From an optimization exercise on the open Yosys and OpenROAD flow, aimed at small area, a short achievable clock period and few clock cycles per item; shortcuts taken in it are not production practice.
Only simulation tests tie the RTL to the original design; equivalence was not proved.

<file path="flow/config.mk">
export PLATFORM = sky130hd
export DESIGN_NAME = lpc_synth
export DESIGN_NICKNAME = lpc_synth
export VERILOG_FILES = /design/flow/design.v
export SDC_FILE = /design/flow/constraint.sdc
export NUM_CORES = 4
export LEC_CHECK = 0
export CAP_MARGIN = 20
export CORE_MARGIN = 2
export CORE_UTILIZATION = 40
export SETUP_SLACK_MARGIN = 5
export SLEW_MARGIN = 20
</file>
<file path="flow/constraint.sdc">
create_clock -name core_clock -period 12.0 [get_ports {clk}]
set_input_delay 2.4000 -clock core_clock [delete_from_list [all_inputs] [get_ports {clk}]]
set_output_delay 2.4000 -clock core_clock [all_outputs]
set_load 0.01 [all_outputs]
</file>
<file path="flow/design.v">
module lpc_mul (
    input  wire [9:0]  a,
    input  wire [14:0] b,
    output wire [15:0] p
);
    wire neg0 = a[1] & ~(a[0] & 1'b0);
    wire one0 = a[0] ^ 1'b0;
    wire two0 = (a[1] & ~a[0] & ~1'b0) | (~a[1] & a[0] & 1'b0);
    wire pp0_0 = ((one0 & b[0]) | (two0 & 1'b0)) ^ neg0;
    wire pp0_1 = ((one0 & b[1]) | (two0 & b[0])) ^ neg0;
    wire pp0_2 = ((one0 & b[2]) | (two0 & b[1])) ^ neg0;
    wire pp0_3 = ((one0 & b[3]) | (two0 & b[2])) ^ neg0;
    wire pp0_4 = ((one0 & b[4]) | (two0 & b[3])) ^ neg0;
    wire pp0_5 = ((one0 & b[5]) | (two0 & b[4])) ^ neg0;
    wire pp0_6 = ((one0 & b[6]) | (two0 & b[5])) ^ neg0;
    wire pp0_7 = ((one0 & b[7]) | (two0 & b[6])) ^ neg0;
    wire pp0_8 = ((one0 & b[8]) | (two0 & b[7])) ^ neg0;
    wire pp0_9 = ((one0 & b[9]) | (two0 & b[8])) ^ neg0;
    wire pp0_10 = ((one0 & b[10]) | (two0 & b[9])) ^ neg0;
    wire pp0_11 = ((one0 & b[11]) | (two0 & b[10])) ^ neg0;
    wire pp0_12 = ((one0 & b[12]) | (two0 & b[11])) ^ neg0;
    wire pp0_13 = ((one0 & b[13]) | (two0 & b[12])) ^ neg0;
    wire pp0_14 = ((one0 & b[14]) | (two0 & b[13])) ^ neg0;
    wire pp0_15 = ((one0 & b[14]) | (two0 & b[14])) ^ neg0;
    wire pp0_16 = ((one0 & b[14]) | (two0 & b[14])) ^ neg0;
    wire neg1 = a[3] & ~(a[2] & a[1]);
    wire one1 = a[2] ^ a[1];
    wire two1 = (a[3] & ~a[2] & ~a[1]) | (~a[3] & a[2] & a[1]);
    wire pp1_0 = ((one1 & b[0]) | (two1 & 1'b0)) ^ neg1;
    wire pp1_1 = ((one1 & b[1]) | (two1 & b[0])) ^ neg1;
    wire pp1_2 = ((one1 & b[2]) | (two1 & b[1])) ^ neg1;
    wire pp1_3 = ((one1 & b[3]) | (two1 & b[2])) ^ neg1;
    wire pp1_4 = ((one1 & b[4]) | (two1 & b[3])) ^ neg1;
    wire pp1_5 = ((one1 & b[5]) | (two1 & b[4])) ^ neg1;
    wire pp1_6 = ((one1 & b[6]) | (two1 & b[5])) ^ neg1;
    wire pp1_7 = ((one1 & b[7]) | (two1 & b[6])) ^ neg1;
    wire pp1_8 = ((one1 & b[8]) | (two1 & b[7])) ^ neg1;
    wire pp1_9 = ((one1 & b[9]) | (two1 & b[8])) ^ neg1;
    wire pp1_10 = ((one1 & b[10]) | (two1 & b[9])) ^ neg1;
    wire pp1_11 = ((one1 & b[11]) | (two1 & b[10])) ^ neg1;
    wire pp1_12 = ((one1 & b[12]) | (two1 & b[11])) ^ neg1;
    wire pp1_13 = ((one1 & b[13]) | (two1 & b[12])) ^ neg1;
    wire pp1_14 = ((one1 & b[14]) | (two1 & b[13])) ^ neg1;
    wire pp1_15 = ((one1 & b[14]) | (two1 & b[14])) ^ neg1;
    wire pp1_16 = ((one1 & b[14]) | (two1 & b[14])) ^ neg1;
    wire neg2 = a[5] & ~(a[4] & a[3]);
    wire one2 = a[4] ^ a[3];
    wire two2 = (a[5] & ~a[4] & ~a[3]) | (~a[5] & a[4] & a[3]);
    wire pp2_0 = ((one2 & b[0]) | (two2 & 1'b0)) ^ neg2;
    wire pp2_1 = ((one2 & b[1]) | (two2 & b[0])) ^ neg2;
    wire pp2_2 = ((one2 & b[2]) | (two2 & b[1])) ^ neg2;
    wire pp2_3 = ((one2 & b[3]) | (two2 & b[2])) ^ neg2;
    wire pp2_4 = ((one2 & b[4]) | (two2 & b[3])) ^ neg2;
    wire pp2_5 = ((one2 & b[5]) | (two2 & b[4])) ^ neg2;
    wire pp2_6 = ((one2 & b[6]) | (two2 & b[5])) ^ neg2;
    wire pp2_7 = ((one2 & b[7]) | (two2 & b[6])) ^ neg2;
    wire pp2_8 = ((one2 & b[8]) | (two2 & b[7])) ^ neg2;
    wire pp2_9 = ((one2 & b[9]) | (two2 & b[8])) ^ neg2;
    wire pp2_10 = ((one2 & b[10]) | (two2 & b[9])) ^ neg2;
    wire pp2_11 = ((one2 & b[11]) | (two2 & b[10])) ^ neg2;
    wire pp2_12 = ((one2 & b[12]) | (two2 & b[11])) ^ neg2;
    wire pp2_13 = ((one2 & b[13]) | (two2 & b[12])) ^ neg2;
    wire pp2_14 = ((one2 & b[14]) | (two2 & b[13])) ^ neg2;
    wire pp2_15 = ((one2 & b[14]) | (two2 & b[14])) ^ neg2;
    wire pp2_16 = ((one2 & b[14]) | (two2 & b[14])) ^ neg2;
    wire neg3 = a[7] & ~(a[6] & a[5]);
    wire one3 = a[6] ^ a[5];
    wire two3 = (a[7] & ~a[6] & ~a[5]) | (~a[7] & a[6] & a[5]);
    wire pp3_0 = ((one3 & b[0]) | (two3 & 1'b0)) ^ neg3;
    wire pp3_1 = ((one3 & b[1]) | (two3 & b[0])) ^ neg3;
    wire pp3_2 = ((one3 & b[2]) | (two3 & b[1])) ^ neg3;
    wire pp3_3 = ((one3 & b[3]) | (two3 & b[2])) ^ neg3;
    wire pp3_4 = ((one3 & b[4]) | (two3 & b[3])) ^ neg3;
    wire pp3_5 = ((one3 & b[5]) | (two3 & b[4])) ^ neg3;
    wire pp3_6 = ((one3 & b[6]) | (two3 & b[5])) ^ neg3;
    wire pp3_7 = ((one3 & b[7]) | (two3 & b[6])) ^ neg3;
    wire pp3_8 = ((one3 & b[8]) | (two3 & b[7])) ^ neg3;
    wire pp3_9 = ((one3 & b[9]) | (two3 & b[8])) ^ neg3;
    wire pp3_10 = ((one3 & b[10]) | (two3 & b[9])) ^ neg3;
    wire pp3_11 = ((one3 & b[11]) | (two3 & b[10])) ^ neg3;
    wire pp3_12 = ((one3 & b[12]) | (two3 & b[11])) ^ neg3;
    wire pp3_13 = ((one3 & b[13]) | (two3 & b[12])) ^ neg3;
    wire pp3_14 = ((one3 & b[14]) | (two3 & b[13])) ^ neg3;
    wire pp3_15 = ((one3 & b[14]) | (two3 & b[14])) ^ neg3;
    wire pp3_16 = ((one3 & b[14]) | (two3 & b[14])) ^ neg3;
    wire neg4 = a[9] & ~(a[8] & a[7]);
    wire one4 = a[8] ^ a[7];
    wire two4 = (a[9] & ~a[8] & ~a[7]) | (~a[9] & a[8] & a[7]);
    wire pp4_0 = ((one4 & b[0]) | (two4 & 1'b0)) ^ neg4;
    wire pp4_1 = ((one4 & b[1]) | (two4 & b[0])) ^ neg4;
    wire pp4_2 = ((one4 & b[2]) | (two4 & b[1])) ^ neg4;
    wire pp4_3 = ((one4 & b[3]) | (two4 & b[2])) ^ neg4;
    wire pp4_4 = ((one4 & b[4]) | (two4 & b[3])) ^ neg4;
    wire pp4_5 = ((one4 & b[5]) | (two4 & b[4])) ^ neg4;
    wire pp4_6 = ((one4 & b[6]) | (two4 & b[5])) ^ neg4;
    wire pp4_7 = ((one4 & b[7]) | (two4 & b[6])) ^ neg4;
    wire pp4_8 = ((one4 & b[8]) | (two4 & b[7])) ^ neg4;
    wire pp4_9 = ((one4 & b[9]) | (two4 & b[8])) ^ neg4;
    wire pp4_10 = ((one4 & b[10]) | (two4 & b[9])) ^ neg4;
    wire pp4_11 = ((one4 & b[11]) | (two4 & b[10])) ^ neg4;
    wire pp4_12 = ((one4 & b[12]) | (two4 & b[11])) ^ neg4;
    wire pp4_13 = ((one4 & b[13]) | (two4 & b[12])) ^ neg4;
    wire pp4_14 = ((one4 & b[14]) | (two4 & b[13])) ^ neg4;
    wire pp4_15 = ((one4 & b[14]) | (two4 & b[14])) ^ neg4;
    wire pp4_16 = ((one4 & b[14]) | (two4 & b[14])) ^ neg4;
    wire hs0 = pp0_6 ^ pp1_4;
    wire hc0 = pp0_6 & pp1_4;
    wire hs1 = pp0_7 ^ pp1_5;
    wire hc1 = pp0_7 & pp1_5;
    wire fs0 = pp0_8 ^ pp1_6 ^ pp2_4;
    wire fc0 = (pp0_8 & pp1_6) | (pp0_8 & pp2_4) | (pp1_6 & pp2_4);
    wire hs2 = pp3_2 ^ pp4_0;
    wire hc2 = pp3_2 & pp4_0;
    wire fs1 = pp0_9 ^ pp1_7 ^ pp2_5;
    wire fc1 = (pp0_9 & pp1_7) | (pp0_9 & pp2_5) | (pp1_7 & pp2_5);
    wire hs3 = pp3_3 ^ pp4_1;
    wire hc3 = pp3_3 & pp4_1;
    wire fs2 = pp0_10 ^ pp1_8 ^ pp2_6;
    wire fc2 = (pp0_10 & pp1_8) | (pp0_10 & pp2_6) | (pp1_8 & pp2_6);
    wire hs4 = pp3_4 ^ pp4_2;
    wire hc4 = pp3_4 & pp4_2;
    wire fs3 = pp0_11 ^ pp1_9 ^ pp2_7;
    wire fc3 = (pp0_11 & pp1_9) | (pp0_11 & pp2_7) | (pp1_9 & pp2_7);
    wire hs5 = pp3_5 ^ pp4_3;
    wire hc5 = pp3_5 & pp4_3;
    wire fs4 = pp0_12 ^ pp1_10 ^ pp2_8;
    wire fc4 = (pp0_12 & pp1_10) | (pp0_12 & pp2_8) | (pp1_10 & pp2_8);
    wire hs6 = pp3_6 ^ pp4_4;
    wire hc6 = pp3_6 & pp4_4;
    wire fs5 = pp0_13 ^ pp1_11 ^ pp2_9;
    wire fc5 = (pp0_13 & pp1_11) | (pp0_13 & pp2_9) | (pp1_11 & pp2_9);
    wire hs7 = pp3_7 ^ pp4_5;
    wire hc7 = pp3_7 & pp4_5;
    wire fs6 = pp0_14 ^ pp1_12 ^ pp2_10;
    wire fc6 = (pp0_14 & pp1_12) | (pp0_14 & pp2_10) | (pp1_12 & pp2_10);
    wire hs8 = pp3_8 ^ pp4_6;
    wire hc8 = pp3_8 & pp4_6;
    wire fs7 = pp0_15 ^ pp1_13 ^ pp2_11;
    wire fc7 = (pp0_15 & pp1_13) | (pp0_15 & pp2_11) | (pp1_13 & pp2_11);
    wire hs9 = pp3_9 ^ pp4_7;
    wire hc9 = pp3_9 & pp4_7;
    wire fs8 = ~pp0_16 ^ pp1_14 ^ pp2_12;
    wire fc8 = (~pp0_16 & pp1_14) | (~pp0_16 & pp2_12) | (pp1_14 & pp2_12);
    wire fs9 = pp3_10 ^ pp4_8 ^ 1'b1;
    wire fc9 = (pp3_10 & pp4_8) | (pp3_10 & 1'b1) | (pp4_8 & 1'b1);
    wire fs10 = pp1_15 ^ pp2_13 ^ pp3_11;
    wire fc10 = (pp1_15 & pp2_13) | (pp1_15 & pp3_11) | (pp2_13 & pp3_11);
    wire hs10 = pp4_9 ^ 1'b1;
    wire hc10 = pp4_9 & 1'b1;
    wire fs11 = ~pp1_16 ^ pp2_14 ^ pp3_12;
    wire fc11 = (~pp1_16 & pp2_14) | (~pp1_16 & pp3_12) | (pp2_14 & pp3_12);
    wire hs11 = pp2_15 ^ pp3_13;
    wire hc11 = pp2_15 & pp3_13;
    wire hs12 = pp0_4 ^ pp1_2;
    wire hc12 = pp0_4 & pp1_2;
    wire hs13 = pp0_5 ^ pp1_3;
    wire hc13 = pp0_5 & pp1_3;
    wire fs12 = pp2_2 ^ pp3_0 ^ neg3;
    wire fc12 = (pp2_2 & pp3_0) | (pp2_2 & neg3) | (pp3_0 & neg3);
    wire fs13 = pp2_3 ^ pp3_1 ^ hs1;
    wire fc13 = (pp2_3 & pp3_1) | (pp2_3 & hs1) | (pp3_1 & hs1);
    wire fs14 = neg4 ^ fs0 ^ hs2;
    wire fc14 = (neg4 & fs0) | (neg4 & hs2) | (fs0 & hs2);
    wire fs15 = fs1 ^ hs3 ^ fc0;
    wire fc15 = (fs1 & hs3) | (fs1 & fc0) | (hs3 & fc0);
    wire fs16 = fs2 ^ hs4 ^ fc1;
    wire fc16 = (fs2 & hs4) | (fs2 & fc1) | (hs4 & fc1);
    wire fs17 = fs3 ^ hs5 ^ fc2;
    wire fc17 = (fs3 & hs5) | (fs3 & fc2) | (hs5 & fc2);
    wire fs18 = fs4 ^ hs6 ^ fc3;
    wire fc18 = (fs4 & hs6) | (fs4 & fc3) | (hs6 & fc3);
    wire fs19 = fs5 ^ hs7 ^ fc4;
    wire fc19 = (fs5 & hs7) | (fs5 & fc4) | (hs7 & fc4);
    wire fs20 = fs6 ^ hs8 ^ fc5;
    wire fc20 = (fs6 & hs8) | (fs6 & fc5) | (hs8 & fc5);
    wire fs21 = fs7 ^ hs9 ^ fc6;
    wire fc21 = (fs7 & hs9) | (fs7 & fc6) | (hs9 & fc6);
    wire fs22 = fs8 ^ fs9 ^ fc7;
    wire fc22 = (fs8 & fs9) | (fs8 & fc7) | (fs9 & fc7);
    wire fs23 = fs10 ^ hs10 ^ fc8;
    wire fc23 = (fs10 & hs10) | (fs10 & fc8) | (hs10 & fc8);
    wire fs24 = pp4_10 ^ fs11 ^ fc10;
    wire fc24 = (pp4_10 & fs11) | (pp4_10 & fc10) | (fs11 & fc10);
    wire fs25 = pp4_11 ^ 1'b1 ^ hs11;
    wire fc25 = (pp4_11 & 1'b1) | (pp4_11 & hs11) | (1'b1 & hs11);
    wire fs26 = ~pp2_16 ^ pp3_14 ^ pp4_12;
    wire fc26 = (~pp2_16 & pp3_14) | (~pp2_16 & pp4_12) | (pp3_14 & pp4_12);
    wire hs14 = pp3_15 ^ pp4_13;
    wire hc14 = pp3_15 & pp4_13;
    wire hs15 = pp0_2 ^ pp1_0;
    wire hc15 = pp0_2 & pp1_0;
    wire hs16 = pp0_3 ^ pp1_1;
    wire hc16 = pp0_3 & pp1_1;
    wire fs27 = pp2_0 ^ neg2 ^ hs12;
    wire fc27 = (pp2_0 & neg2) | (pp2_0 & hs12) | (neg2 & hs12);
    wire fs28 = pp2_1 ^ hs13 ^ hc12;
    wire fc28 = (pp2_1 & hs13) | (pp2_1 & hc12) | (hs13 & hc12);
    wire fs29 = hs0 ^ fs12 ^ hc13;
    wire fc29 = (hs0 & fs12) | (hs0 & hc13) | (fs12 & hc13);
    wire fs30 = hc0 ^ fs13 ^ fc12;
    wire fc30 = (hc0 & fs13) | (hc0 & fc12) | (fs13 & fc12);
    wire fs31 = hc1 ^ fs14 ^ fc13;
    wire fc31 = (hc1 & fs14) | (hc1 & fc13) | (fs14 & fc13);
    wire fs32 = hc2 ^ fs15 ^ fc14;
    wire fc32 = (hc2 & fs15) | (hc2 & fc14) | (fs15 & fc14);
    wire fs33 = hc3 ^ fs16 ^ fc15;
    wire fc33 = (hc3 & fs16) | (hc3 & fc15) | (fs16 & fc15);
    wire fs34 = hc4 ^ fs17 ^ fc16;
    wire fc34 = (hc4 & fs17) | (hc4 & fc16) | (fs17 & fc16);
    wire fs35 = hc5 ^ fs18 ^ fc17;
    wire fc35 = (hc5 & fs18) | (hc5 & fc17) | (fs18 & fc17);
    wire fs36 = hc6 ^ fs19 ^ fc18;
    wire fc36 = (hc6 & fs19) | (hc6 & fc18) | (fs19 & fc18);
    wire fs37 = hc7 ^ fs20 ^ fc19;
    wire fc37 = (hc7 & fs20) | (hc7 & fc19) | (fs20 & fc19);
    wire fs38 = hc8 ^ fs21 ^ fc20;
    wire fc38 = (hc8 & fs21) | (hc8 & fc20) | (fs21 & fc20);
    wire fs39 = hc9 ^ fs22 ^ fc21;
    wire fc39 = (hc9 & fs22) | (hc9 & fc21) | (fs22 & fc21);
    wire fs40 = fc9 ^ fs23 ^ fc22;
    wire fc40 = (fc9 & fs23) | (fc9 & fc22) | (fs23 & fc22);
    wire fs41 = hc10 ^ fs24 ^ fc23;
    wire fc41 = (hc10 & fs24) | (hc10 & fc23) | (fs24 & fc23);
    wire fs42 = fc11 ^ fs25 ^ fc24;
    wire fc42 = (fc11 & fs25) | (fc11 & fc24) | (fs25 & fc24);
    wire fs43 = hc11 ^ fs26 ^ fc25;
    wire fc43 = (hc11 & fs26) | (hc11 & fc25) | (fs26 & fc25);
    wire fs44 = 1'b1 ^ hs14 ^ fc26;
    wire fc44 = (1'b1 & hs14) | (1'b1 & fc26) | (hs14 & fc26);
    wire fs45 = ~pp3_16 ^ pp4_14 ^ hc14;
    wire fc45 = (~pp3_16 & pp4_14) | (~pp3_16 & hc14) | (pp4_14 & hc14);
    wire hs17 = pp4_15 ^ 1'b1;
    wire hc17 = pp4_15 & 1'b1;
    wire [24:0] r0 = {~pp4_16, hs17, fs45, fs44, fs43, fs42, fs41, fs40, fs39, fs38, fs37, fs36, fs35, fs34, fs33, fs32, fs31, fs30, fs29, fs28, fs27, hs16, neg1, pp0_1, pp0_0};
    wire [24:0] r1 = {hc17, fc45, fc44, fc43, fc42, fc41, fc40, fc39, fc38, fc37, fc36, fc35, fc34, fc33, fc32, fc31, fc30, fc29, fc28, fc27, hc16, hc15, hs15, 1'b0, neg0};
    wire [24:0] s = r0 + r1;
    assign p = s[24:9];
endmodule
module lpc_mac (
    input  wire [14:0] d,
    input  wire [14:0] b,
    input  wire [14:0] c,
    output wire [15:0] p
);
    wire neg0 = d[2];
    wire two0 = d[1];
    wire one0 = d[0];
    wire pp0_0 = ((one0 & b[0]) | (two0 & 1'b0)) ^ neg0;
    wire pp0_1 = ((one0 & b[1]) | (two0 & b[0])) ^ neg0;
    wire pp0_2 = ((one0 & b[2]) | (two0 & b[1])) ^ neg0;
    wire pp0_3 = ((one0 & b[3]) | (two0 & b[2])) ^ neg0;
    wire pp0_4 = ((one0 & b[4]) | (two0 & b[3])) ^ neg0;
    wire pp0_5 = ((one0 & b[5]) | (two0 & b[4])) ^ neg0;
    wire pp0_6 = ((one0 & b[6]) | (two0 & b[5])) ^ neg0;
    wire pp0_7 = ((one0 & b[7]) | (two0 & b[6])) ^ neg0;
    wire pp0_8 = ((one0 & b[8]) | (two0 & b[7])) ^ neg0;
    wire pp0_9 = ((one0 & b[9]) | (two0 & b[8])) ^ neg0;
    wire pp0_10 = ((one0 & b[10]) | (two0 & b[9])) ^ neg0;
    wire pp0_11 = ((one0 & b[11]) | (two0 & b[10])) ^ neg0;
    wire pp0_12 = ((one0 & b[12]) | (two0 & b[11])) ^ neg0;
    wire pp0_13 = ((one0 & b[13]) | (two0 & b[12])) ^ neg0;
    wire pp0_14 = ((one0 & b[14]) | (two0 & b[13])) ^ neg0;
    wire pp0_15 = ((one0 & b[14]) | (two0 & b[14])) ^ neg0;
    wire pp0_16 = ((one0 & b[14]) | (two0 & b[14])) ^ neg0;
    wire neg1 = d[5];
    wire two1 = d[4];
    wire one1 = d[3];
    wire pp1_0 = ((one1 & b[0]) | (two1 & 1'b0)) ^ neg1;
    wire pp1_1 = ((one1 & b[1]) | (two1 & b[0])) ^ neg1;
    wire pp1_2 = ((one1 & b[2]) | (two1 & b[1])) ^ neg1;
    wire pp1_3 = ((one1 & b[3]) | (two1 & b[2])) ^ neg1;
    wire pp1_4 = ((one1 & b[4]) | (two1 & b[3])) ^ neg1;
    wire pp1_5 = ((one1 & b[5]) | (two1 & b[4])) ^ neg1;
    wire pp1_6 = ((one1 & b[6]) | (two1 & b[5])) ^ neg1;
    wire pp1_7 = ((one1 & b[7]) | (two1 & b[6])) ^ neg1;
    wire pp1_8 = ((one1 & b[8]) | (two1 & b[7])) ^ neg1;
    wire pp1_9 = ((one1 & b[9]) | (two1 & b[8])) ^ neg1;
    wire pp1_10 = ((one1 & b[10]) | (two1 & b[9])) ^ neg1;
    wire pp1_11 = ((one1 & b[11]) | (two1 & b[10])) ^ neg1;
    wire pp1_12 = ((one1 & b[12]) | (two1 & b[11])) ^ neg1;
    wire pp1_13 = ((one1 & b[13]) | (two1 & b[12])) ^ neg1;
    wire pp1_14 = ((one1 & b[14]) | (two1 & b[13])) ^ neg1;
    wire pp1_15 = ((one1 & b[14]) | (two1 & b[14])) ^ neg1;
    wire pp1_16 = ((one1 & b[14]) | (two1 & b[14])) ^ neg1;
    wire neg2 = d[8];
    wire two2 = d[7];
    wire one2 = d[6];
    wire pp2_0 = ((one2 & b[0]) | (two2 & 1'b0)) ^ neg2;
    wire pp2_1 = ((one2 & b[1]) | (two2 & b[0])) ^ neg2;
    wire pp2_2 = ((one2 & b[2]) | (two2 & b[1])) ^ neg2;
    wire pp2_3 = ((one2 & b[3]) | (two2 & b[2])) ^ neg2;
    wire pp2_4 = ((one2 & b[4]) | (two2 & b[3])) ^ neg2;
    wire pp2_5 = ((one2 & b[5]) | (two2 & b[4])) ^ neg2;
    wire pp2_6 = ((one2 & b[6]) | (two2 & b[5])) ^ neg2;
    wire pp2_7 = ((one2 & b[7]) | (two2 & b[6])) ^ neg2;
    wire pp2_8 = ((one2 & b[8]) | (two2 & b[7])) ^ neg2;
    wire pp2_9 = ((one2 & b[9]) | (two2 & b[8])) ^ neg2;
    wire pp2_10 = ((one2 & b[10]) | (two2 & b[9])) ^ neg2;
    wire pp2_11 = ((one2 & b[11]) | (two2 & b[10])) ^ neg2;
    wire pp2_12 = ((one2 & b[12]) | (two2 & b[11])) ^ neg2;
    wire pp2_13 = ((one2 & b[13]) | (two2 & b[12])) ^ neg2;
    wire pp2_14 = ((one2 & b[14]) | (two2 & b[13])) ^ neg2;
    wire pp2_15 = ((one2 & b[14]) | (two2 & b[14])) ^ neg2;
    wire pp2_16 = ((one2 & b[14]) | (two2 & b[14])) ^ neg2;
    wire neg3 = d[11];
    wire two3 = d[10];
    wire one3 = d[9];
    wire pp3_0 = ((one3 & b[0]) | (two3 & 1'b0)) ^ neg3;
    wire pp3_1 = ((one3 & b[1]) | (two3 & b[0])) ^ neg3;
    wire pp3_2 = ((one3 & b[2]) | (two3 & b[1])) ^ neg3;
    wire pp3_3 = ((one3 & b[3]) | (two3 & b[2])) ^ neg3;
    wire pp3_4 = ((one3 & b[4]) | (two3 & b[3])) ^ neg3;
    wire pp3_5 = ((one3 & b[5]) | (two3 & b[4])) ^ neg3;
    wire pp3_6 = ((one3 & b[6]) | (two3 & b[5])) ^ neg3;
    wire pp3_7 = ((one3 & b[7]) | (two3 & b[6])) ^ neg3;
    wire pp3_8 = ((one3 & b[8]) | (two3 & b[7])) ^ neg3;
    wire pp3_9 = ((one3 & b[9]) | (two3 & b[8])) ^ neg3;
    wire pp3_10 = ((one3 & b[10]) | (two3 & b[9])) ^ neg3;
    wire pp3_11 = ((one3 & b[11]) | (two3 & b[10])) ^ neg3;
    wire pp3_12 = ((one3 & b[12]) | (two3 & b[11])) ^ neg3;
    wire pp3_13 = ((one3 & b[13]) | (two3 & b[12])) ^ neg3;
    wire pp3_14 = ((one3 & b[14]) | (two3 & b[13])) ^ neg3;
    wire pp3_15 = ((one3 & b[14]) | (two3 & b[14])) ^ neg3;
    wire pp3_16 = ((one3 & b[14]) | (two3 & b[14])) ^ neg3;
    wire neg4 = d[14];
    wire two4 = d[13];
    wire one4 = d[12];
    wire pp4_0 = ((one4 & b[0]) | (two4 & 1'b0)) ^ neg4;
    wire pp4_1 = ((one4 & b[1]) | (two4 & b[0])) ^ neg4;
    wire pp4_2 = ((one4 & b[2]) | (two4 & b[1])) ^ neg4;
    wire pp4_3 = ((one4 & b[3]) | (two4 & b[2])) ^ neg4;
    wire pp4_4 = ((one4 & b[4]) | (two4 & b[3])) ^ neg4;
    wire pp4_5 = ((one4 & b[5]) | (two4 & b[4])) ^ neg4;
    wire pp4_6 = ((one4 & b[6]) | (two4 & b[5])) ^ neg4;
    wire pp4_7 = ((one4 & b[7]) | (two4 & b[6])) ^ neg4;
    wire pp4_8 = ((one4 & b[8]) | (two4 & b[7])) ^ neg4;
    wire pp4_9 = ((one4 & b[9]) | (two4 & b[8])) ^ neg4;
    wire pp4_10 = ((one4 & b[10]) | (two4 & b[9])) ^ neg4;
    wire pp4_11 = ((one4 & b[11]) | (two4 & b[10])) ^ neg4;
    wire pp4_12 = ((one4 & b[12]) | (two4 & b[11])) ^ neg4;
    wire pp4_13 = ((one4 & b[13]) | (two4 & b[12])) ^ neg4;
    wire pp4_14 = ((one4 & b[14]) | (two4 & b[13])) ^ neg4;
    wire pp4_15 = ((one4 & b[14]) | (two4 & b[14])) ^ neg4;
    wire pp4_16 = ((one4 & b[14]) | (two4 & b[14])) ^ neg4;
    wire hs0 = ~pp0_16 ^ pp1_14;
    wire hc0 = ~pp0_16 & pp1_14;
    wire hs1 = pp1_15 ^ pp2_13;
    wire hc1 = pp1_15 & pp2_13;
    wire hs2 = pp0_6 ^ pp1_4;
    wire hc2 = pp0_6 & pp1_4;
    wire hs3 = pp0_7 ^ pp1_5;
    wire hc3 = pp0_7 & pp1_5;
    wire fs0 = pp0_8 ^ pp1_6 ^ pp2_4;
    wire fc0 = (pp0_8 & pp1_6) | (pp0_8 & pp2_4) | (pp1_6 & pp2_4);
    wire hs4 = pp3_2 ^ pp4_0;
    wire hc4 = pp3_2 & pp4_0;
    wire fs1 = pp0_9 ^ pp1_7 ^ pp2_5;
    wire fc1 = (pp0_9 & pp1_7) | (pp0_9 & pp2_5) | (pp1_7 & pp2_5);
    wire fs2 = pp3_3 ^ pp4_1 ^ c[0];
    wire fc2 = (pp3_3 & pp4_1) | (pp3_3 & c[0]) | (pp4_1 & c[0]);
    wire fs3 = pp0_10 ^ pp1_8 ^ pp2_6;
    wire fc3 = (pp0_10 & pp1_8) | (pp0_10 & pp2_6) | (pp1_8 & pp2_6);
    wire fs4 = pp3_4 ^ pp4_2 ^ c[1];
    wire fc4 = (pp3_4 & pp4_2) | (pp3_4 & c[1]) | (pp4_2 & c[1]);
    wire fs5 = pp0_11 ^ pp1_9 ^ pp2_7;
    wire fc5 = (pp0_11 & pp1_9) | (pp0_11 & pp2_7) | (pp1_9 & pp2_7);
    wire fs6 = pp3_5 ^ pp4_3 ^ c[2];
    wire fc6 = (pp3_5 & pp4_3) | (pp3_5 & c[2]) | (pp4_3 & c[2]);
    wire fs7 = pp0_12 ^ pp1_10 ^ pp2_8;
    wire fc7 = (pp0_12 & pp1_10) | (pp0_12 & pp2_8) | (pp1_10 & pp2_8);
    wire fs8 = pp3_6 ^ pp4_4 ^ c[3];
    wire fc8 = (pp3_6 & pp4_4) | (pp3_6 & c[3]) | (pp4_4 & c[3]);
    wire fs9 = pp0_13 ^ pp1_11 ^ pp2_9;
    wire fc9 = (pp0_13 & pp1_11) | (pp0_13 & pp2_9) | (pp1_11 & pp2_9);
    wire fs10 = pp3_7 ^ pp4_5 ^ c[4];
    wire fc10 = (pp3_7 & pp4_5) | (pp3_7 & c[4]) | (pp4_5 & c[4]);
    wire fs11 = pp0_14 ^ pp1_12 ^ pp2_10;
    wire fc11 = (pp0_14 & pp1_12) | (pp0_14 & pp2_10) | (pp1_12 & pp2_10);
    wire fs12 = pp3_8 ^ pp4_6 ^ c[5];
    wire fc12 = (pp3_8 & pp4_6) | (pp3_8 & c[5]) | (pp4_6 & c[5]);
    wire fs13 = pp0_15 ^ pp1_13 ^ pp2_11;
    wire fc13 = (pp0_15 & pp1_13) | (pp0_15 & pp2_11) | (pp1_13 & pp2_11);
    wire fs14 = pp3_9 ^ pp4_7 ^ c[6];
    wire fc14 = (pp3_9 & pp4_7) | (pp3_9 & c[6]) | (pp4_7 & c[6]);
    wire fs15 = pp2_12 ^ pp3_10 ^ pp4_8;
    wire fc15 = (pp2_12 & pp3_10) | (pp2_12 & pp4_8) | (pp3_10 & pp4_8);
    wire fs16 = c[7] ^ 1'b1 ^ hs0;
    wire fc16 = (c[7] & 1'b1) | (c[7] & hs0) | (1'b1 & hs0);
    wire fs17 = pp3_11 ^ pp4_9 ^ c[8];
    wire fc17 = (pp3_11 & pp4_9) | (pp3_11 & c[8]) | (pp4_9 & c[8]);
    wire fs18 = 1'b1 ^ hs1 ^ hc0;
    wire fc18 = (1'b1 & hs1) | (1'b1 & hc0) | (hs1 & hc0);
    wire fs19 = ~pp1_16 ^ pp2_14 ^ pp3_12;
    wire fc19 = (~pp1_16 & pp2_14) | (~pp1_16 & pp3_12) | (pp2_14 & pp3_12);
    wire fs20 = pp4_10 ^ c[9] ^ hc1;
    wire fc20 = (pp4_10 & c[9]) | (pp4_10 & hc1) | (c[9] & hc1);
    wire fs21 = pp2_15 ^ pp3_13 ^ pp4_11;
    wire fc21 = (pp2_15 & pp3_13) | (pp2_15 & pp4_11) | (pp3_13 & pp4_11);
    wire hs5 = c[10] ^ 1'b1;
    wire hc5 = c[10] & 1'b1;
    wire fs22 = ~pp2_16 ^ pp3_14 ^ pp4_12;
    wire fc22 = (~pp2_16 & pp3_14) | (~pp2_16 & pp4_12) | (pp3_14 & pp4_12);
    wire hs6 = pp3_15 ^ pp4_13;
    wire hc6 = pp3_15 & pp4_13;
    wire hs7 = pp0_4 ^ pp1_2;
    wire hc7 = pp0_4 & pp1_2;
    wire hs8 = pp0_5 ^ pp1_3;
    wire hc8 = pp0_5 & pp1_3;
    wire fs23 = pp2_2 ^ pp3_0 ^ neg3;
    wire fc23 = (pp2_2 & pp3_0) | (pp2_2 & neg3) | (pp3_0 & neg3);
    wire fs24 = pp2_3 ^ pp3_1 ^ hs3;
    wire fc24 = (pp2_3 & pp3_1) | (pp2_3 & hs3) | (pp3_1 & hs3);
    wire fs25 = neg4 ^ fs0 ^ hs4;
    wire fc25 = (neg4 & fs0) | (neg4 & hs4) | (fs0 & hs4);
    wire fs26 = fs1 ^ fs2 ^ fc0;
    wire fc26 = (fs1 & fs2) | (fs1 & fc0) | (fs2 & fc0);
    wire fs27 = fs3 ^ fs4 ^ fc1;
    wire fc27 = (fs3 & fs4) | (fs3 & fc1) | (fs4 & fc1);
    wire fs28 = fs5 ^ fs6 ^ fc3;
    wire fc28 = (fs5 & fs6) | (fs5 & fc3) | (fs6 & fc3);
    wire fs29 = fs7 ^ fs8 ^ fc5;
    wire fc29 = (fs7 & fs8) | (fs7 & fc5) | (fs8 & fc5);
    wire fs30 = fs9 ^ fs10 ^ fc7;
    wire fc30 = (fs9 & fs10) | (fs9 & fc7) | (fs10 & fc7);
    wire fs31 = fs11 ^ fs12 ^ fc9;
    wire fc31 = (fs11 & fs12) | (fs11 & fc9) | (fs12 & fc9);
    wire fs32 = fs13 ^ fs14 ^ fc11;
    wire fc32 = (fs13 & fs14) | (fs13 & fc11) | (fs14 & fc11);
    wire fs33 = fs15 ^ fs16 ^ fc13;
    wire fc33 = (fs15 & fs16) | (fs15 & fc13) | (fs16 & fc13);
    wire fs34 = fs17 ^ fs18 ^ fc15;
    wire fc34 = (fs17 & fs18) | (fs17 & fc15) | (fs18 & fc15);
    wire fs35 = fs19 ^ fs20 ^ fc17;
    wire fc35 = (fs19 & fs20) | (fs19 & fc17) | (fs20 & fc17);
    wire fs36 = fs21 ^ hs5 ^ fc19;
    wire fc36 = (fs21 & hs5) | (fs21 & fc19) | (hs5 & fc19);
    wire fs37 = c[11] ^ fs22 ^ fc21;
    wire fc37 = (c[11] & fs22) | (c[11] & fc21) | (fs22 & fc21);
    wire fs38 = c[12] ^ 1'b1 ^ hs6;
    wire fc38 = (c[12] & 1'b1) | (c[12] & hs6) | (1'b1 & hs6);
    wire fs39 = ~pp3_16 ^ pp4_14 ^ c[13];
    wire fc39 = (~pp3_16 & pp4_14) | (~pp3_16 & c[13]) | (pp4_14 & c[13]);
    wire hs9 = pp4_15 ^ c[14];
    wire hc9 = pp4_15 & c[14];
    wire hs10 = pp0_2 ^ pp1_0;
    wire hc10 = pp0_2 & pp1_0;
    wire hs11 = pp0_3 ^ pp1_1;
    wire hc11 = pp0_3 & pp1_1;
    wire fs40 = pp2_0 ^ neg2 ^ hs7;
    wire fc40 = (pp2_0 & neg2) | (pp2_0 & hs7) | (neg2 & hs7);
    wire fs41 = pp2_1 ^ hs8 ^ hc7;
    wire fc41 = (pp2_1 & hs8) | (pp2_1 & hc7) | (hs8 & hc7);
    wire fs42 = hs2 ^ fs23 ^ hc8;
    wire fc42 = (hs2 & fs23) | (hs2 & hc8) | (fs23 & hc8);
    wire fs43 = hc2 ^ fs24 ^ fc23;
    wire fc43 = (hc2 & fs24) | (hc2 & fc23) | (fs24 & fc23);
    wire fs44 = hc3 ^ fs25 ^ fc24;
    wire fc44 = (hc3 & fs25) | (hc3 & fc24) | (fs25 & fc24);
    wire fs45 = hc4 ^ fs26 ^ fc25;
    wire fc45 = (hc4 & fs26) | (hc4 & fc25) | (fs26 & fc25);
    wire fs46 = fc2 ^ fs27 ^ fc26;
    wire fc46 = (fc2 & fs27) | (fc2 & fc26) | (fs27 & fc26);
    wire fs47 = fc4 ^ fs28 ^ fc27;
    wire fc47 = (fc4 & fs28) | (fc4 & fc27) | (fs28 & fc27);
    wire fs48 = fc6 ^ fs29 ^ fc28;
    wire fc48 = (fc6 & fs29) | (fc6 & fc28) | (fs29 & fc28);
    wire fs49 = fc8 ^ fs30 ^ fc29;
    wire fc49 = (fc8 & fs30) | (fc8 & fc29) | (fs30 & fc29);
    wire fs50 = fc10 ^ fs31 ^ fc30;
    wire fc50 = (fc10 & fs31) | (fc10 & fc30) | (fs31 & fc30);
    wire fs51 = fc12 ^ fs32 ^ fc31;
    wire fc51 = (fc12 & fs32) | (fc12 & fc31) | (fs32 & fc31);
    wire fs52 = fc14 ^ fs33 ^ fc32;
    wire fc52 = (fc14 & fs33) | (fc14 & fc32) | (fs33 & fc32);
    wire fs53 = fc16 ^ fs34 ^ fc33;
    wire fc53 = (fc16 & fs34) | (fc16 & fc33) | (fs34 & fc33);
    wire fs54 = fc18 ^ fs35 ^ fc34;
    wire fc54 = (fc18 & fs35) | (fc18 & fc34) | (fs35 & fc34);
    wire fs55 = fc20 ^ fs36 ^ fc35;
    wire fc55 = (fc20 & fs36) | (fc20 & fc35) | (fs36 & fc35);
    wire fs56 = hc5 ^ fs37 ^ fc36;
    wire fc56 = (hc5 & fs37) | (hc5 & fc36) | (fs37 & fc36);
    wire fs57 = fc22 ^ fs38 ^ fc37;
    wire fc57 = (fc22 & fs38) | (fc22 & fc37) | (fs38 & fc37);
    wire fs58 = hc6 ^ fs39 ^ fc38;
    wire fc58 = (hc6 & fs39) | (hc6 & fc38) | (fs39 & fc38);
    wire fs59 = 1'b1 ^ hs9 ^ fc39;
    wire fc59 = (1'b1 & hs9) | (1'b1 & fc39) | (hs9 & fc39);
    wire hs12 = ~pp4_16 ^ hc9;
    wire hc12 = ~pp4_16 & hc9;
    wire [24:0] r0 = {hs12, fs59, fs58, fs57, fs56, fs55, fs54, fs53, fs52, fs51, fs50, fs49, fs48, fs47, fs46, fs45, fs44, fs43, fs42, fs41, fs40, hs11, neg1, pp0_1, pp0_0};
    wire [24:0] r1 = {fc59, fc58, fc57, fc56, fc55, fc54, fc53, fc52, fc51, fc50, fc49, fc48, fc47, fc46, fc45, fc44, fc43, fc42, fc41, fc40, hc11, hc10, hs10, 1'b0, neg0};
    wire [24:0] s = r0 + r1;
    assign p = s[24:9];
endmodule
module lpc_booth (
    input  wire [9:0]  a,
    output wire [14:0] d
);
    wire [10:0] ax = {a, 1'b0};
    genvar i;
    generate
        for (i = 0; i < 5; i = i + 1) begin : g_dig
            wire hi = ax[2*i+2], mid = ax[2*i+1], lo = ax[2*i];
            assign d[3*i+2] = hi & ~(mid & lo);
            assign d[3*i+1] = (hi & ~mid & ~lo) | (~hi & mid & lo);
            assign d[3*i]   = mid ^ lo;
        end
    endgenerate
endmodule
module lpc_excitation (
    input  wire       clk,
    input  wire       rst,
    input  wire       step,
    input  wire       unvoiced,
    input  wire [7:0] pitch,       
    output reg  [7:0] exc          
);
    localparam [12:0] LFSR_SEED = 13'h1FFF;
    localparam [7:0]  NOISE_AMP = 8'd64;
    localparam        CHIRP_LEN = 52;
    reg [12:0] lfsr;
    reg [7:0]  pitch_count;
    function [7:0] chirp;
        input [7:0] idx;
        begin
            case (idx)
                8'd0:  chirp = 8'h00;
                8'd1:  chirp = 8'h03;
                8'd2:  chirp = 8'h0F;
                8'd3:  chirp = 8'h28;
                8'd4:  chirp = 8'h4C;
                8'd5:  chirp = 8'h6C;
                8'd6:  chirp = 8'h71;
                8'd7:  chirp = 8'h50;
                8'd8:  chirp = 8'h25;
                8'd9:  chirp = 8'h26;
                8'd10: chirp = 8'h4C;
                8'd11: chirp = 8'h44;
                8'd12: chirp = 8'h1A;
                8'd13: chirp = 8'h32;
                8'd14: chirp = 8'h3B;
                8'd15: chirp = 8'h13;
                8'd16: chirp = 8'h37;
                8'd17: chirp = 8'h1A;
                8'd18: chirp = 8'h25;
                8'd19: chirp = 8'h1F;
                8'd20: chirp = 8'h1D;
                default: chirp = 8'h00;
            endcase
        end
    endfunction
    wire        fb        = lfsr[12] ^ lfsr[3] ^ lfsr[2] ^ lfsr[0];
    wire [12:0] lfsr_next = {lfsr[11:0], fb};
    wire [7:0]  pc_inc    = pitch_count + 8'd1;
    always @(*) begin
        if (unvoiced)
            exc = lfsr_next[0] ? (~NOISE_AMP + 8'd1) : NOISE_AMP;
        else if (pitch_count < CHIRP_LEN)
            exc = chirp(pitch_count);
        else
            exc = 8'd0;
    end
    always @(posedge clk) begin
        if (rst) begin
            lfsr        <= LFSR_SEED;
            pitch_count <= 8'd0;
        end else if (step) begin
            if (unvoiced) begin
                lfsr <= lfsr_next;
            end else begin
                if (pc_inc >= pitch)
                    pitch_count <= 8'd0;
                else
                    pitch_count <= pc_inc;
            end
        end
    end
endmodule
module lpc_synth (
    input  wire        clk,
    input  wire        rst,
    input  wire        in_valid,
    output wire        in_ready,
    input  wire        unvoiced,
    input  wire [7:0]  pitch,
    input  wire [9:0]  energy,
    input  wire [99:0] k,           
    output reg         out_valid,
    output wire [9:0]  out_sample
);
    localparam [1:0] S_IDLE = 2'd0,    
                     S_C1   = 2'd1,
                     S_C2   = 2'd2,
                     S_C3   = 2'd3;
    reg [1:0]  st;
    reg [1:0]  st_next;
    reg [14:0] kd  [0:4];           
    reg [14:0] b_r [0:4];           
    reg [15:0] p_r [0:4];           
    reg [18:0] base_r;              
    reg [7:0]  exc_r;               
    reg [9:0]  prev_energy;
    reg [14:0] x   [0:9];
    reg [14:0] xn  [0:9];           
    reg [4:0]  sel3, sel4;
    wire accept = in_valid && (st == S_C3);
    assign in_ready = (st == S_C3);
    always @(*) begin
        case (st)
            S_IDLE:  st_next = in_valid ? S_C1 : S_IDLE;
            S_C1:    st_next = S_C2;
            S_C2:    st_next = S_C3;
            default: st_next = S_IDLE;
        endcase
        if (rst)
            st_next = S_IDLE;
    end
    wire [7:0] exc;
    lpc_excitation u_exc (
        .clk      (clk),
        .rst      (rst),
        .step     (accept),
        .unvoiced (unvoiced),
        .pitch    (pitch),
        .exc      (exc)
    );
    wire [15:0] u10;
    lpc_mul u_mul_e (
        .a (prev_energy),
        .b ({exc_r[7], exc_r, 6'd0}),
        .p (u10)
    );
    wire [15:0] m [0:4];
    genvar g;
    generate
        for (g = 0; g < 5; g = g + 1) begin : g_mul
            wire [14:0] c = ({15{sel3[g]}}  & x[g+5])
                          | ({15{sel4[g]}}  & x[g]);
            lpc_mac u_mac (
                .d (kd[g]),
                .b (b_r[g]),
                .c (c),
                .p (m[g])
            );
        end
    endgenerate
    wire [18:0] base = base_r;
    wire [18:0] np [0:4];
    wire [18:0] cs_s [0:4];
    wire [18:0] cs_c [0:4];
    wire [19:0] sfx_w [0:4];
    wire [18:0] sfx [0:4];
    generate
        for (g = 0; g < 5; g = g + 1) begin : g_np
            assign np[g] = ~{{3{p_r[g][15]}}, p_r[g]};
        end
    endgenerate
    assign cs_s[4] = base;
    assign cs_c[4] = np[4];
    generate
        for (g = 3; g >= 0; g = g - 1) begin : g_cs
            wire [18:0] cy = (cs_s[g+1] & cs_c[g+1]) | (cs_s[g+1] & np[g]) | (cs_c[g+1] & np[g]);
            assign cs_s[g] = cs_s[g+1] ^ cs_c[g+1] ^ np[g];
            assign cs_c[g] = {cy[17:0], 1'b1};
        end
        for (g = 0; g < 5; g = g + 1) begin : g_sfx
            assign sfx_w[g] = {cs_s[g], 1'b1} + {cs_c[g], 1'b1};
            assign sfx[g] = sfx_w[g][19:1];
        end
    endgenerate
    wire signed [18:0] u0 = base_r;
    reg [11:0] clamped;
    always @(*) begin
        if (u0 > 19'sd2047)
            clamped = 12'h7FF;
        else if (u0 < -19'sd2048)
            clamped = 12'h800;
        else
            clamped = u0[11:0];
    end
    assign out_sample = clamped[11:2];
    wire [14:0] kd_hi [0:4];
    wire [14:0] kd_lo [0:4];
    generate
        for (g = 0; g < 5; g = g + 1) begin : g_enc
            lpc_booth u_hi (.a (k[(g+5)*10 +: 10]), .d (kd_hi[g]));
            lpc_booth u_lo (.a (k[g*10 +: 10]),     .d (kd_lo[g]));
        end
    endgenerate
    integer i;
    always @(*) begin
        for (i = 0; i <= 9; i = i + 1)
            xn[i] = x[i];
        if (accept)
            for (i = 0; i < 4; i = i + 1)
                xn[i+6] = m[i][14:0];
        if (out_valid) begin
            xn[0] = b_r[0];
            for (i = 0; i < 5; i = i + 1)
                xn[i+1] = m[i][14:0];
        end
        if (rst)
            for (i = 0; i <= 9; i = i + 1)
                xn[i] = 15'd0;
    end
    always @(posedge clk) begin
        exc_r <= exc;
        base_r <= (st == S_C1) ? {{3{u10[15]}}, u10} : sfx[0];
        for (i = 0; i < 5; i = i + 1) begin
            kd[i]  <= (st == S_IDLE || st == S_C2) ? kd_hi[i] : kd_lo[i];
            p_r[i] <= m[i];
            case (st)
                S_IDLE:  b_r[i] <= xn[i+5];
                S_C1:    b_r[i] <= x[i];
                default: b_r[i] <= sfx[i][14:0];
            endcase
        end
        for (i = 0; i <= 9; i = i + 1)
            x[i] <= xn[i];
        st    <= st_next;
        sel3  <= {5{st_next == S_C3}};
        sel4  <= {5{st == S_C3 && in_valid}};
        if (rst) begin
            out_valid   <= 1'b0;
            prev_energy <= 10'd0;
        end else begin
            out_valid <= accept;
            if (accept)
                prev_energy <= energy;
        end
    end
endmodule
</file>
<file path="flow/run.sh">
#!/bin/bash
# synth_recipe.tcl (not shown) runs the flow's synth.tcl, then flattens the netlist and writes it again
# the make line also repeats each setting of config.mk as NAME=value (left out here)
make -C /OpenROAD-flow-scripts/flow DESIGN_CONFIG=/design/flow/config.mk WORK_HOME=/design/flow/orfs CLKGATE_MAP_FILE= SYNTH_SCRIPT=/design/flow/synth_recipe.tcl finish
</file>
==> out/metrics.csv, run 1 <==
stage,metric,value,unit
synthesis,yosys_register_bits,450,
setup_path,critPathSlowestCell,dfxtp_2,
clock_network,cts_made_buffers,55,
layout,nNetsFinal,5789,
place,gp_congestion,0.924,
drt,drtAntennaViolNets,0,
sta,finalClockSkew,0.0351,ns
clock_network,holdBufCountCts,0,
drt,wire_per_inst,21.1,um
floorplan,fp-row-count,122,
place,numPortBuffers,133,
grt,grt_pass1_wl,211000,um
floorplan,ioPinCount,134,
drt,via_count,36446,
setup_path,path_cells,buf_4 -> a22oi_1 -> fa_1 -> fa_1 -> fa_1 -> inv_1 -> ha_1 -> a211oi_1 -> nor2_1 -> o31ai_1 -> or2_0 -> nand4_1 -> and3_1 -> nor3_1 -> o221ai_1,
layout,layout_common_cells,"inv_1, xnor2_1, a22oi_1, dfxtp_1, fa_1",
sta,max-slew-margin-rel,29.2,%
sta,setup_slack,5.50,ns
synthesis,netlist_instances,5032,
clock_network,htreeDepth,2,
layout,final_common_cell,inv_1,
floorplan,die_y,337,um
min_path,hp-class,reg -> reg,
synthesis,synthesis.nets,5891,
setup_path,arrival,6.98,ns
layout,design_area,48600,sq um
floorplan,die_w,337,um
outcome,status,finished clean,
sta,fmax,154,MHz
setup_path,slowest_delay,0.87,ns
sta,finalMaxSlewViolations,0,
synthesis,synthMuxAreaShare,2.88,%
clock_network,clockBufferDepth,3,
setup_path,required,12.48,ns
setup_path,path_class,reg -> reg,
synthesis,synth_seq_area_share,20.3,%
floorplan,core-area,110000,sq um
sta,finalCritPeriodShare,54.1,%
sta,tns,0,ns
sta,tightest_slew,1.06,ns
layout,drive_above_1_share,4.30,%
clock_network,root_buffer,clkbuf_16,
setup_path,cp_max_fo,49,
synthesis,yosys.area_share.adder,27.2,%
floorplan,dieArea,114000,sq um
drt,dr.pass1.iters,6,
sta,fin_crit,6.50,ns
grt,grt_start_max_net_pins,73,
drt,vias_per_cell,5.64,
clock_network,clkTransAtPathRegs,0.07,ns
clock_network,clk_latency,0.66,ns
synthesis,synth_compound_area_share,19.9,%
sta,holdWs,0.425,ns
synthesis,yosys_warnings,12,
synthesis,synth_ff_type,dfxtp_1,
drt,route.detailed.drc,0,
synthesis,yosys.area_share.simple,10.4,%
place,postPlaceCellArea,46700,sq um
setup_path,endpoint_kind,flop,
floorplan,initial_core_util,40.3,%
grt,overflow,0,
clock_network,cts_tree,yes,
layout,syn_to_final_growth,9.37,%
run,cap_violations,0,
sta,setup_viol,0,
synthesis,avgSynthCellArea,8.83,sq um
synthesis,synth_top_family_by_area,adder cells,
grt,grt_pass1_vias,35497,
drt,drtIter0Drc,3370,
synthesis,synth-edff-count,0,
synthesis,ys_async_sr_fraction,0,%
synthesis,synth-xor-area-share,11.6,%
sta,hold_viol,0,
drt,finalWirelength,136000,um
clock_network,cts_setup_buffers,0,
clock_network,cts_num_sinks,450,
synthesis,syn_area,44400,sq um
synthesis,synth_cell_types,85,
setup_path,cp_common_cell,fa_1,
grt,globalRouteTotalUtil,23.7,%
clock_network,cts_resized,0,
place,dp_slack,5.64,ns
place,dp_hpwl,103000,um
layout,fillers,10794,
grt,antenna_found_initial,2,
sta,rsz0062_at_grt,false,
setup_path,start_kind,flop,
-- synthesized netlist by cell type, drive strengths merged (36+ instances only) --
master  count  area (sq um)
ha        354          4430
inv       588          2210
buf        53           213
xnor2     456          3990
mux2       46           518
nand2     279          1050
o21ai     175           876
a22o       36           315
a21o       55           413
clkbuf    263           987
nand2b     77           482
a22oi     452          3390
xor2      134          1170
nor2      279          1050
dfxtp     450          9010
a211oi     45           338
nor3       45           225
mux2i      76           761
fa        383          7670
nand3      90           450
a21oi     196           981
-- sequential cells by signal (all words and copies together) (netlist names), 2 cells and up, named ones only --
register / flops
x: 150
p_r: 80
b_r: 75
kd: 75
base_r: 19
u_exc.lfsr: 13
prev_energy: 10
exc_r: 8
u_exc.pitch_count: 8
st: 2
-- kinds of logic after synthesis --
kind of cell / after synthesis
mux: 122
fa+ha+maj: 737
buf+inv: 907
xor+xnor: 590
flops: 450
compound gates: 1251
simple gates: 975
-- through the flow --
stage / util [%] / instances
2_1_floorplan: - / 5032
4_1_cts: 44.0 / 6460
3_5_place_dp: 42.3 / 6361
3_3_place_gp: 42.3 / 6361
6_report: 44.0 / 6462
5_1_grt: 44.0 / 6460
-- area by class of cell --
type                    instances  area, sq um  area share (%)
diodes                          2         5.00          0.0103
repair buffers                157         1510            3.11
clock inverters                28          382           0.785
multi-input cells            3675        32100            66.0
flip-flops and latches        450         9010            18.6
well taps                    1488         1860            3.83
clock buffers                  71         1550            3.19
inverters                     591         2220            4.57
-- layer usage --
| layer | part of all wire [%] | GRT usage [%] | up-vias | wire, um |
|---|---|---|---|---|
| met3 | 7.4 | 3.28 | 225 | 10100 |
| met2 | 45 | 37.2 | 1376 | 61100 |
| met5 | 0.0081 | 0 | - | 11 |
| li1 | - | - | 17097 | - |
| met1 | 44 | 33.1 | 17746 | 60100 |
| met4 | 3.6 | 8.59 | 2 | 4920 |
-- final timing paths --
path	from	end	slack, ns	depth (start not counted)
worst min-delay path	flop	exc_r[5]	0.42	1
worst min register to register	flop	exc_r[5]	0.42	1
worst max-delay path	sel3[0]	b_r[3][14]	5.50	15
worst max register to register	sel3[0]	b_r[3][14]	5.50	15
-- critical path: cells and delay by family (launching register included) --
| family | cells | cell delay, ns |
|---|---|---|
| AOI/OAI and AO/OA | 4 | 1.11 |
| adders and majority gates | 4 | 1.93 |
| buffers and inverters | 2 | 0.80 |
| DFF | 1 | 0.87 |
| and+or+nand+nor | 5 | 1.59 |
Testbench counts, summed over its fixed seeds: cycles 64,008, items 16,000.
==> inputs of run 2 (changes only) <==
--- a/flow/config.mk
+++ b/flow/config.mk
@@ -9,4 +9,3 @@
 export CORE_MARGIN = 2
 export CORE_UTILIZATION = 40
-export SETUP_SLACK_MARGIN = 5
 export SLEW_MARGIN = 20
==> out/metrics.csv, run 2 <==
stage,metric,value,unit
grt,overflow,0,
sta,fmax,154,MHz
synthesis,synth_cell_types,85,
layout,final_common_cell,inv_1,
floorplan,core-area,110000,sq um
clock_network,cts_setup_buffers,0,
drt,dr.pass1.iters,6,
synthesis,synthTopCellsByArea,"dfxtp_1, fa_1, ha_1, xnor2_1, a22oi_1",
clock_network,clk_latency,0.66,ns
synthesis,synth_most_common_cell,inv_1,
clock_network,clockBufferDepth,3,
min_path,holdPathEnd,exc_r[5],
setup_path,endpoint_kind,flop,
synthesis,synthesis.nets,5891,
clock_network,root_buffer,clkbuf_16,
setup_path,start_kind,flop,
grt,grt_start_max_net_pins,73,
sta,finalCritPeriodShare,54.1,%
layout,fillers,10794,
sta,rsz0062_at_grt,false,
place,dp_cells,6361,
setup_path,required,12.48,ns
drt,via_count,36446,
grt,globalRouteTotalUtil,23.7,%
layout,post-route-util,44.0,%
floorplan,ioPinCount,134,
drt,finalWirelength,136000,um
setup_path,arrival,6.98,ns
grt,grt_pass1_vias,35497,
place,postPlaceCellArea,46700,sq um
sta,fin_crit,6.50,ns
sta,setup_viol,0,
floorplan,fp-row-count,122,
clock_network,holdBufCountCts,0,
synthesis,synth_ff_type,dfxtp_1,
place,numPortBuffers,133,
drt,drtAntennaViolNets,0,
min_path,hp-class,reg -> reg,
setup_path,r2r_setup_slack,5.50,ns
clock_network,clkTransAtPathRegs,0.07,ns
layout,drive_above_1_share,4.30,%
synthesis,syn_area,44400,sq um
run,cap_violations,0,
synthesis,synth_seq_area_share,20.3,%
setup_path,r2r-end,b_r[3][14],
synthesis,yosys_warnings,12,
sta,max-slew-margin-rel,29.2,%
grt,grtUsageMet3,3.28,%
grt,antenna_found_initial,2,
layout,nNetsFinal,5789,
layout,syn_to_final_growth,9.37,%
floorplan,dieArea,114000,sq um
layout,largest_reg_flops,150,
synthesis,netlist_instances,5032,
outcome,status,finished clean,
setup_path,r2r_start,sel3[0],
sta,finalMaxSlewViolations,0,
sta,setup_slack,5.50,ns
synthesis,synth_top_area_share,20.3,%
drt,drtIter0Drc,3370,
clock_network,cts_made_buffers,55,
drt,vias_per_cell,5.64,
synthesis,ys_async_sr_fraction,0,%
sta,finalClockSkew,0.0351,ns
sta,tns,0,ns
setup_path,r2r.worst_path.cells,15,
floorplan,die_y,337,um
layout,design_area,48600,sq um
synthesis,yosys.area.top_type,dfxtp_1,
layout,layout_common_cells,"inv_1, xnor2_1, a22oi_1, dfxtp_1, fa_1",
sta,tightest_slew,1.06,ns
synthesis,yosys_register_bits,450,
drt,wire_per_inst,21.1,um
grt,use_met2,37.2,%
layout,top_register,x,
setup_path,path_class,reg -> reg,
grt,grt_pass1_wl,211000,um
layout,reg_top3,"x (150), p_r (80)",
floorplan,initial_core_util,40.3,%
layout,fin_cells,6462,
synthesis,avgSynthCellArea,8.83,sq um
synthesis,synth-edff-count,0,
grt,gr-usage-met1,33.1,%
drt,route.detailed.drc,0,
clock_network,htreeDepth,2,
min_path,hold_depth,1,
place,dp_hpwl,103000,um
sta,hold_viol,0,
floorplan,die_w,337,um
place,gp_congestion,0.924,
grt,busiest_layer,met2,
setup_path,cp_max_fo,49,
place,dp_slack,5.64,ns
clock_network,cts_num_sinks,450,
synthesis,synthTopCellsByCount,"inv_1, xnor2_1, a22oi_1",
clock_network,cts_tree,yes,
clock_network,cts_resized,0,
==> run 2: cell counts after synthesis <==
No cell type changed its count.
==> run 2: through the flow <==
| step | hold slack [ns] |
|---|---|
| floorplan | 0.403 |
| global placement | 0.410 |
| detailed placement | 0.414 |
| CTS | 0.425 |
| global route | 0.447 |
| finish | 0.425 |
==> run 2: worst max path at each step <==
| stage | startpoint | to | slack, ns |
|---|---|---|---|
| detailed placement | sel3[0] | b_r[3][14] | 5.64 |
| finish | sel3[0] | b_r[3][14] | 5.50 |
| global placement | sel3[0] | b_r[3][14] | 5.80 |
| CTS | sel3[0] | b_r[3][14] | 5.59 |
| floorplan | pitch[2] | flop | 6.79 |
| global route | sel3[0] | x[8][14] | 5.29 |
==> run 2: per-layer routing <==
layer / vias up / share of wire [%] / routed length [um]
li1: 17097 / - / -
met1: 17746 / 44 / 60100
met2: 1376 / 45 / 61100
met3: 225 / 7.4 / 10100
met4: 2 / 3.6 / 4920
met5: - / 0.0081 / 11
==> run 2: worst max-delay path, cell delays in order, from the launching register on <==
cell and delay, ns:
dfxtp_2 0.87, buf_4 0.75, a22oi_1 0.21, fa_1 0.60, fa_1 0.45, fa_1 0.54
inv_1 0.05, ha_1 0.34, a211oi_1 0.23, nor2_1 0.09, o31ai_1 0.46, or2_0 0.35
nand4_1 0.33, and3_1 0.26, nor3_1 0.56, o221ai_1 0.21
==> run 2: kinds of logic (layout without fill, tap and decap cells) <==
kind of cell | Yosys count | count (layout) | share of synthesized area [%]
xor+xnor | 590 | 590 | 11.6
simple gates | 975 | 975 | 10.4
flops | 450 | 450 | 20.3
buf+inv | 907 | 847 | 7.69
mux | 122 | 122 | 2.88
fa+ha+maj | 737 | 737 | 27.2
other cells | 0 | 2 | 0
compound gates | 1251 | 1251 | 19.9
==> run 2: area by class of cell <==
cell class,count,area (sq um),area share [%]
Multi-Input combinational cell,3675,32100,66.0
Sequential cell,450,9010,18.6
Inverter,591,2220,4.57
Tap cell,1488,1860,3.83
Clock buffer,71,1550,3.19
Timing Repair Buffer,157,1510,3.11
Clock inverter,28,382,0.785
Antenna cell,2,5.00,0.0103

==> re-timing with driven ports <==
The results above use ideal ports. As a check the final layouts listed here were re-extracted and re-timed, cells and wires unchanged. Step 1, drivers: a clkbuf_16 drives clk and a buf_2 each remaining input, both assumed. Step 2 adds t to the input delays and takes it off the output delays; t is the mean of the earliest and latest rising clock arrival at the registers after step 1. Input paths then give back, and output paths get back, about the clock's delay inside the block. a / b / c = no drivers / after step 1 / after step 2; a / b = the first two.
run | shift t [ns] | slack for setup (ns) | hold WS [ns]
run 1 | 0.714 | 5.504 / 5.504 / 5.504 | 0.425 / 0.425 / 0.425
run 2 | 0.714 | 5.504 / 5.504 / 5.504 | 0.425 / 0.425 / 0.425
After both steps every run listed still meets setup and hold.
